From an optimization exercise on the open Yosys and OpenROAD flow, aimed at small area, a short achievable clock period and few clock cycles; shortcuts taken in it are not production practice.
In this exercise RTL edits were held to simulation tests only and were not proved equivalent to the original.

==> flow/design.v <==
module pi_dma (
    input  wire        clk,
    input  wire        rst,             
    input  wire        reg_valid,
    input  wire        reg_we,
    input  wire [3:0]  reg_idx,         
    input  wire [31:0] reg_wdata,
    output wire        reg_ready,
    output reg         reg_rvalid,
    output reg  [31:0] reg_rdata,
    output reg         irq_out,
    input  wire [31:0] image_size,
    output reg         sys_req,
    output reg         sys_we,
    output wire [19:0] sys_addr,
    output wire [63:0] sys_wdata,
    output wire [7:0]  sys_wstrb,
    input  wire        sys_gnt,
    input  wire        sys_rvalid,
    input  wire [63:0] sys_rdata,
    output reg         st_req,
    output reg         st_we,
    output wire [11:0] st_addr,
    output wire [63:0] st_wdata,
    output wire [7:0]  st_wstrb,
    input  wire        st_gnt,
    input  wire        st_rvalid,
    input  wire [63:0] st_rdata,
    output reg         im_req,
    output wire [24:0] im_addr,
    input  wire        im_gnt,
    input  wire        im_rvalid,
    input  wire [63:0] im_rdata
);
    reg [31:0] r_dram, r_cart, r_rdlen, r_wrlen;
    reg [31:0] r_rsv [0:7];             
    reg        busy;
    reg [1:0]  ph;                      
    assign reg_ready = !busy;
    wire take    = reg_valid && !busy;
    wire wr      = take && reg_we;
    wire trig    = wr && (reg_idx == 4'd2 || reg_idx == 4'd3);
    wire clr_all = wr && reg_idx == 4'd4 && reg_wdata[0];
    reg [28:0] isz_q;
    reg [24:0] room_q;
    wire [27:0] a28     = r_cart[27:0];
    wire        is_st   = a28[27];
    wire        is_rsv  = !a28[27] && a28[26] && a28[24];
    wire [29:0] im_diff = {1'b0, isz_q} - {2'b0, a28};
    wire [15:0] st_room = 16'h8000 - {1'b0, a28[14:0]};
    always @(posedge clk) begin
        isz_q  <= image_size[28:0];
        room_q <= is_st   ? {9'd0, st_room} :
                  is_rsv  ? 25'h1FFFFFF :
                  im_diff[29] ? 25'd0 :
                  (im_diff[28:25] != 4'd0) ? 25'h1FFFFFF : im_diff[24:0];
    end
    reg        dir;                     
    reg        copy;                    
    reg        s_sys, s_st, s_im;       
    reg [24:0] n_q;                     
    reg [20:0] lenw;                    
    reg [2:0]  slo, dlo;                
    reg [2:0]  rot;                     
    reg [7:0]  psel;                    
    reg        late;                    
    reg [19:0] sysc;                    
    reg [24:0] cartc;                   
    reg [21:0] rrem;                    
    reg        gp;                      
    reg [1:0]  ri;                      
    reg        rq;                      
    reg        wp;                      
    reg [1:0]  ocnt;                    
    reg [1:0]  dcnt;                    
    reg        rd_all;                  
    reg        arr_first, emit_first, arr_done, emit_done;
    reg [63:0] cur;                     
    reg [63:0] wdata;
    reg [7:0]  wstrb;
    wire r_gnt = s_sys ? sys_gnt : s_st ? st_gnt : im_gnt;
    wire r_val = s_sys ? sys_rvalid : s_st ? st_rvalid : im_rvalid;
    wire [63:0] r_data = ({64{s_sys}} & sys_rdata) | ({64{s_st}} & st_rdata) |
                         ({64{s_im}} & im_rdata);
    wire w_gnt = dir ? sys_gnt : st_gnt;
    wire g      = rq && r_gnt;          
    wire w_done = wp && w_gnt;          
    wire w_free = !wp || w_gnt;
    wire [1:0]  ri_nx  = (ri == 2'd3) ? ri : ri + {1'b0, g};
    wire [21:0] len_a  = {1'b0, lenw};
    wire [21:0] room_w = room_q[24:3];
    wire        len_ge = len_a >= room_w;                       
    wire [3:0]  k1     = 4'd8 - {1'b0, slo};                    
    wire        ph1_n1 = (room_q[24:4] != 21'd0 || room_q[3:0] > k1) &&
                         !(len_a == 22'd0 && slo == 3'd0);
    wire [4:0]  k2     = 5'd16 - {2'd0, slo};                   
    wire        ph2_n1 = (n_q[24:4] != 21'd0) || (n_q[3:0] > k1);
    wire        ph2_n2 = (n_q[24:5] != 20'd0) || (n_q[4:0] > k2);
    wire [19:0] sysc_i  = sysc + 20'd1;
    wire [24:0] cartc_i = cartc + 25'd1;
    wire [5:0]  ns_k    = {3'd0, slo} + 6'd7 - {1'b0, ri, 3'd0};
    wire [24:0] ns_s    = n_q + {{19{ns_k[5]}}, ns_k};
    wire        nd0    = (ph == 2'd1) ? (ri == 2'd0 || (ri == 2'd1 && ph1_n1)) :
                         (ph == 2'd2) ? (ri == 2'd0 || (ri == 2'd1 && ph2_n1) ||
                                         (ri == 2'd2 && ph2_n2)) :
                         (gp ? (rrem != 22'd1) : (rrem != 22'd0));
    wire        nd1    = (ph == 2'd1) ? (ri == 2'd0 && ph1_n1) :
                         (ph == 2'd2) ? ((ri == 2'd0 && ph2_n1) || (ri == 2'd1 && ph2_n2)) :
                         (gp ? (rrem != 22'd2) : (rrem != 22'd1));
    wire        need   = g ? nd1 : nd0;
    wire        im_none = (ph == 2'd1) && s_im && (room_q == 25'd0);
    wire        copy_e  = copy && !im_none;
    wire        rv      = busy && r_val;
    wire        arrive  = rv && copy;
    wire        keep   = arrive && (dcnt == 2'd0);
    wire        absorb = keep && w_free;
    wire        drop   = keep && !w_free;
    wire        last_a = rd_all && (ocnt == 2'd1);
    wire [4:0]  nd_t   = {2'd0, dlo} + {2'd0, n_q[2:0]} + 5'd7;
    wire [4:0]  ns_t   = {2'd0, slo} + {2'd0, n_q[2:0]} + 5'd7;
    wire        flush_c = (nd_t[4:3] + {1'b0, late}) != ns_t[4:3];
    reg         flush_q;
    wire        flush_need = (ph == 2'd2) ? flush_c : flush_q;
    wire        em_arr = absorb && !(arr_first && late);
    wire        em_fl  = arr_done && !emit_done && flush_q && w_free;
    wire        emit   = em_arr || em_fl;
    wire        em_last = em_fl || (em_arr && last_a && !flush_need);
    wire [7:0]  fmask = 8'hFF << dlo;
    wire [2:0]  le    = dlo + n_q[2:0] - 3'd1;
    wire [7:0]  lmask = 8'hFF >> (3'd7 - le);
    wire [127:0] r_dd  = {r_data, r_data};
    wire [63:0]  r_rot = r_dd[8*rot +: 64];
    wire [63:0]  w_mix;
    genvar gb;
    generate
        for (gb = 0; gb < 8; gb = gb + 1) begin : g_lane
            assign w_mix[8*gb +: 8] = psel[gb] ? cur[8*gb +: 8] : r_rot[8*gb +: 8];
        end
    endgenerate
    wire fin = busy && (ph != 2'd1) &&
               (!copy || (emit_done && w_free && !emit)) &&
               (ocnt == 2'd0 || (ocnt == 2'd1 && r_val && !g));
    wire oc_full = (ocnt == 2'd2) ? (g == rv) : ((ocnt == 2'd1) && g && !rv);
    wire rq_nx = busy && !fin && copy_e && need && !drop && !oc_full;
    wire wp_nx = emit || (wp && !w_gnt);
    assign sys_addr  = sysc[19:0];
    assign sys_wdata = wdata;
    assign sys_wstrb = wstrb;
    assign st_addr   = cartc[11:0];
    assign st_wdata  = wdata;
    assign st_wstrb  = wstrb;
    assign im_addr   = cartc;
    integer i;
    wire        zap = rst || clr_all;
    wire [31:0] wd  = zap ? 32'd0 : reg_wdata;
    wire        upd = busy && ph == 2'd2;
    always @(posedge clk) begin
        if (zap || (wr && reg_idx == 4'd0)) r_dram <= wd;
        else if (upd) r_dram <= r_dram + {7'd0, n_q};
        if (zap || (wr && reg_idx == 4'd1)) r_cart <= wd;
        else if (upd) r_cart <= r_cart + {7'd0, n_q};
        if (zap || (wr && reg_idx == 4'd2)) r_rdlen <= wd;
        if (zap || (wr && reg_idx == 4'd3)) r_wrlen <= wd;
        for (i = 0; i < 8; i = i + 1)
            if (zap || (wr && reg_idx == 4'd5 + i)) r_rsv[i] <= wd;
    end
    always @(posedge clk) begin
        case (reg_idx)
            4'd0:  reg_rdata <= r_dram;
            4'd1:  reg_rdata <= r_cart;
            4'd2:  reg_rdata <= r_rdlen;
            4'd3:  reg_rdata <= r_wrlen;
            4'd5:  reg_rdata <= r_rsv[0];
            4'd6:  reg_rdata <= r_rsv[1];
            4'd7:  reg_rdata <= r_rsv[2];
            4'd8:  reg_rdata <= r_rsv[3];
            4'd9:  reg_rdata <= r_rsv[4];
            4'd10: reg_rdata <= r_rsv[5];
            4'd11: reg_rdata <= r_rsv[6];
            4'd12: reg_rdata <= r_rsv[7];
            default: reg_rdata <= 32'd0;
        endcase
    end
    wire copy_c = is_st || (!is_rsv && reg_idx[0]);
    always @(posedge clk) begin
        if (rst) begin
            busy <= 1'b0; ph <= 2'd0; irq_out <= 1'b0; reg_rvalid <= 1'b0;
            rq <= 1'b0; wp <= 1'b0; ocnt <= 2'd0; dcnt <= 2'd0; copy <= 1'b0;
            sys_req <= 1'b0; st_req <= 1'b0; im_req <= 1'b0;
        end else begin
            reg_rvalid <= take && !reg_we;
            if (wr && reg_idx == 4'd4 && reg_wdata[1]) irq_out <= 1'b0;
            if (trig) begin
                busy    <= 1'b1;
                ph      <= 2'd1;
                copy    <= copy_c;
                rq      <= copy_c;
                sys_req <= copy_c && !reg_idx[0];
                st_req  <= copy_c && reg_idx[0] && is_st;
                im_req  <= copy_c && reg_idx[0] && !is_st;
            end else if (busy) begin
                if (ph != 2'd3) ph <= ph + 2'd1;
                ocnt <= ocnt + {1'b0, g} - {1'b0, rv};
                if (im_none) copy <= 1'b0;
                if (arrive && dcnt != 2'd0) dcnt <= dcnt - 2'd1;
                if (drop) dcnt <= ocnt - 2'd1 + {1'b0, g};
                rq      <= rq_nx;
                wp      <= wp_nx;
                sys_req <= dir ? wp_nx : rq_nx;
                st_req  <= dir ? (rq_nx && s_st) : wp_nx;
                im_req  <= rq_nx && s_im;
                if (fin) begin
                    busy    <= 1'b0;
                    ph      <= 2'd0;
                    irq_out <= 1'b1;
                end
            end
        end
    end
    always @(posedge clk) begin
        if (trig) begin
            dir    <= reg_idx[0];
            lenw   <= reg_wdata[23:3];
            sys_we <= reg_idx == 4'd3;
            st_we  <= reg_idx == 4'd2;
            s_sys  <= !reg_idx[0];
            s_st   <= reg_idx[0] && is_st;
            s_im   <= reg_idx[0] && !is_st;
            slo  <= reg_idx[0] ? r_cart[2:0] : r_dram[2:0];
            dlo  <= reg_idx[0] ? r_dram[2:0] : r_cart[2:0];
            rot  <= reg_idx[0] ? (r_cart[2:0] - r_dram[2:0]) : (r_dram[2:0] - r_cart[2:0]);
            psel <= reg_idx[0] ? (8'hFF >> (r_cart[2:0] - r_dram[2:0]))
                               : (8'hFF >> (r_dram[2:0] - r_cart[2:0]));
            if (r_cart[2:0] == r_dram[2:0]) psel <= 8'h00;
            late <= reg_idx[0] ? (r_cart[2:0] > r_dram[2:0]) : (r_dram[2:0] > r_cart[2:0]);
            sysc  <= r_dram[22:3];
            gp    <= 1'b0;
            cartc <= is_st ? {13'd0, r_cart[14:3]} : r_cart[27:3];
            ri <= 2'd0;
            rd_all <= 1'b0;
            arr_first <= 1'b1; emit_first <= 1'b1; arr_done <= 1'b0; emit_done <= 1'b0;
        end else begin
            if (ph == 2'd1) n_q <= len_ge ? room_q : {len_a + 22'd1, 3'd0};
            ri <= ri_nx;
            if (ph == 2'd2) begin
                rrem    <= ns_s[24:3];
                gp      <= g;
                flush_q <= flush_c;
            end else begin
                if (drop) rrem <= rrem + {20'd0, ocnt};
                else if (g) rrem <= rrem - 22'd1;
            end
            rd_all <= !drop && !need;
            if (!dir) begin
                if (drop) sysc <= sysc - {18'd0, ocnt};
                else if (g) sysc <= sysc_i;
                if (emit && !emit_first) cartc <= cartc_i;
            end else begin
                if (drop) cartc <= cartc - {23'd0, ocnt};
                else if (g) cartc <= cartc_i;
                if (emit && !emit_first) sysc <= sysc_i;
            end
            if (absorb) begin
                cur <= r_rot;
                arr_first <= 1'b0;
                if (last_a) arr_done <= 1'b1;
            end
            if (emit) begin
                wdata <= w_mix;
                wstrb <= (emit_first ? fmask : 8'hFF) & (em_last ? lmask : 8'hFF);
                emit_first <= 1'b0;
                if (em_last) emit_done <= 1'b1;
            end
        end
    end
endmodule
clock: 8.0 ns
lec_check: 0
cap_margin: 20
core_margin: 2
core_utilization: 40
setup_slack_margin: 5
slew_margin: 20
tns_end_percent: 10
standard.sh (not shown) runs the stock make flow with config.mk's settings and CLKGATE_MAP_FILE= SYNTH_SCRIPT=/design/flow/synth_recipe.tcl, a recipe that flattens the netlist after the stock synthesis.
==> flow/flow/run.sh <==
#!/bin/bash
# Standard layout (the standard.sh, unchanged synthesis), with one change:
# the port buffers that global placement inserts on every input and output
# are sky130_fd_sc_hd__buf_2 instead of the tool's default pick.
set -euo pipefail
export BUFFER_PORTS_ARGS="-buffer_cell sky130_fd_sc_hd__buf_2"
bash standard.sh > standard_make.log 2>&1
Testbench counts at the start, summed over its fixed seeds: cycles 10,758.
Change:
--- a/flow/design.v
+++ b/flow/design.v
@@ -66,8 +66,7 @@
     reg        late;                    
     reg [19:0] sysc;                    
     reg [24:0] cartc;                   
-    reg [21:0] rrem;                    
-    reg        gp;                      
+    reg [2:0]  rc;                      
     reg [1:0]  ri;                      
     reg        rq;                      
     reg        wp;                      
@@ -98,15 +97,17 @@
     wire        ph2_n2 = (n_q[24:5] != 20'd0) || (n_q[4:0] > k2);
     wire [19:0] sysc_i  = sysc + 20'd1;
     wire [24:0] cartc_i = cartc + 25'd1;
-    wire [5:0]  ns_k    = {3'd0, slo} + 6'd7 - {1'b0, ri, 3'd0};
-    wire [24:0] ns_s    = n_q + {{19{ns_k[5]}}, ns_k};
+    wire [3:0]  rc_c    = {2'd0, ns_t[4:3]} - {2'd0, ri} - {3'd0, g};
+    wire [21:0] rcnt    = n_q[24:3];
+    wire [3:0]  rk0     = 4'd0 - {rc[2], rc};                   
+    wire [3:0]  rk1     = 4'd1 - {rc[2], rc};                   
     wire        nd0    = (ph == 2'd1) ? (ri == 2'd0 || (ri == 2'd1 && ph1_n1)) :
                          (ph == 2'd2) ? (ri == 2'd0 || (ri == 2'd1 && ph2_n1) ||
                                          (ri == 2'd2 && ph2_n2)) :
-                         (gp ? (rrem != 22'd1) : (rrem != 22'd0));
+                         (rcnt != {{18{rk0[3]}}, rk0});
     wire        nd1    = (ph == 2'd1) ? (ri == 2'd0 && ph1_n1) :
                          (ph == 2'd2) ? ((ri == 2'd0 && ph2_n1) || (ri == 2'd1 && ph2_n2)) :
-                         (gp ? (rrem != 22'd2) : (rrem != 22'd1));
+                         (rcnt != {{18{rk1[3]}}, rk1});
     wire        need   = g ? nd1 : nd0;
     wire        im_none = (ph == 2'd1) && s_im && (room_q == 25'd0);
     wire        copy_e  = copy && !im_none;
@@ -116,11 +117,15 @@
     wire        absorb = keep && w_free;
     wire        drop   = keep && !w_free;
     wire        last_a = rd_all && (ocnt == 2'd1);
-    wire [4:0]  nd_t   = {2'd0, dlo} + {2'd0, n_q[2:0]} + 5'd7;
     wire [4:0]  ns_t   = {2'd0, slo} + {2'd0, n_q[2:0]} + 5'd7;
-    wire        flush_c = (nd_t[4:3] + {1'b0, late}) != ns_t[4:3];
+    wire [4:0]  fd_r   = {2'd0, dlo} + {2'd0, room_q[2:0]} + 5'd7;
+    wire [4:0]  fs_r   = {2'd0, slo} + {2'd0, room_q[2:0]} + 5'd7;
+    wire [4:0]  fd_0   = {2'd0, dlo} + 5'd7;
+    wire [4:0]  fs_0   = {2'd0, slo} + 5'd7;
+    wire        fl_r   = (fd_r[4:3] + {1'b0, late}) != fs_r[4:3];
+    wire        fl_0   = (fd_0[4:3] + {1'b0, late}) != fs_0[4:3];
     reg         flush_q;
-    wire        flush_need = (ph == 2'd2) ? flush_c : flush_q;
+    wire        flush_need = flush_q;
     wire        em_arr = absorb && !(arr_first && late);
     wire        em_fl  = arr_done && !emit_done && flush_q && w_free;
     wire        emit   = em_arr || em_fl;
@@ -234,21 +239,21 @@
             if (r_cart[2:0] == r_dram[2:0]) psel <= 8'h00;
             late <= reg_idx[0] ? (r_cart[2:0] > r_dram[2:0]) : (r_dram[2:0] > r_cart[2:0]);
             sysc  <= r_dram[22:3];
-            gp    <= 1'b0;
             cartc <= is_st ? {13'd0, r_cart[14:3]} : r_cart[27:3];
             ri <= 2'd0;
             rd_all <= 1'b0;
             arr_first <= 1'b1; emit_first <= 1'b1; arr_done <= 1'b0; emit_done <= 1'b0;
         end else begin
-            if (ph == 2'd1) n_q <= len_ge ? room_q : {len_a + 22'd1, 3'd0};
+            if (ph == 2'd1) begin
+                n_q     <= len_ge ? room_q : {len_a + 22'd1, 3'd0};
+                flush_q <= len_ge ? fl_r : fl_0;
+            end
             ri <= ri_nx;
             if (ph == 2'd2) begin
-                rrem    <= ns_s[24:3];
-                gp      <= g;
-                flush_q <= flush_c;
+                rc      <= rc_c[2:0];
             end else begin
-                if (drop) rrem <= rrem + {20'd0, ocnt};
-                else if (g) rrem <= rrem - 22'd1;
+                if (drop) n_q[24:3] <= rcnt + {20'd0, ocnt};
+                else if (g && ph == 2'd3) n_q[24:3] <= rcnt - 22'd1;
             end
             rd_all <= !drop && !need;
             if (!dir) begin
After rerunning: Routed wire length fell by about 6%; clock-buffer cell count shrinks by 7; via count rose by about 1%; register-to-register slack gains 0.20 ns; cell area barely changes; worst setup slack improves by 0.20 ns.
Testbench counts after the change, summed over its fixed seeds: cycles 10,758.

-- static timing again, ports no longer ideal --
How much do the figures lean on ideal ports? The routed layouts below were timed once more, with nothing changed but the port constraints.
Step 1 sets driving cells, clkbuf_16 on the clock port and buf_2 on the other inputs (assumed; they add their load-dependent delay and slew).
Step 2 also shifts input and output timing later by t, the mid clock arrival at the registers, as if the neighbouring blocks saw the same clock.
Slacks: ideal ports / drivers / drivers and shift; pairs: ideal ports / drivers.
run | t, ns | setup slack, ns | hold slack, ns | worst setup path after step 2 | worst data-port slew with drivers (ns)
the first run | 0.764 | 4.334 / 4.334 / 3.812 | 0.452 / 0.452 / 0.452 | input to register | 0.18
the second run | 0.730 | 4.533 / 4.533 / 3.926 | 0.457 / 0.457 / 0.457 | input to register | 0.18
After both steps every run listed still meets setup and hold. The setup slack of the second run, which loses most, moves by 0.000 ns with the drivers and by -0.607 ns with both steps.
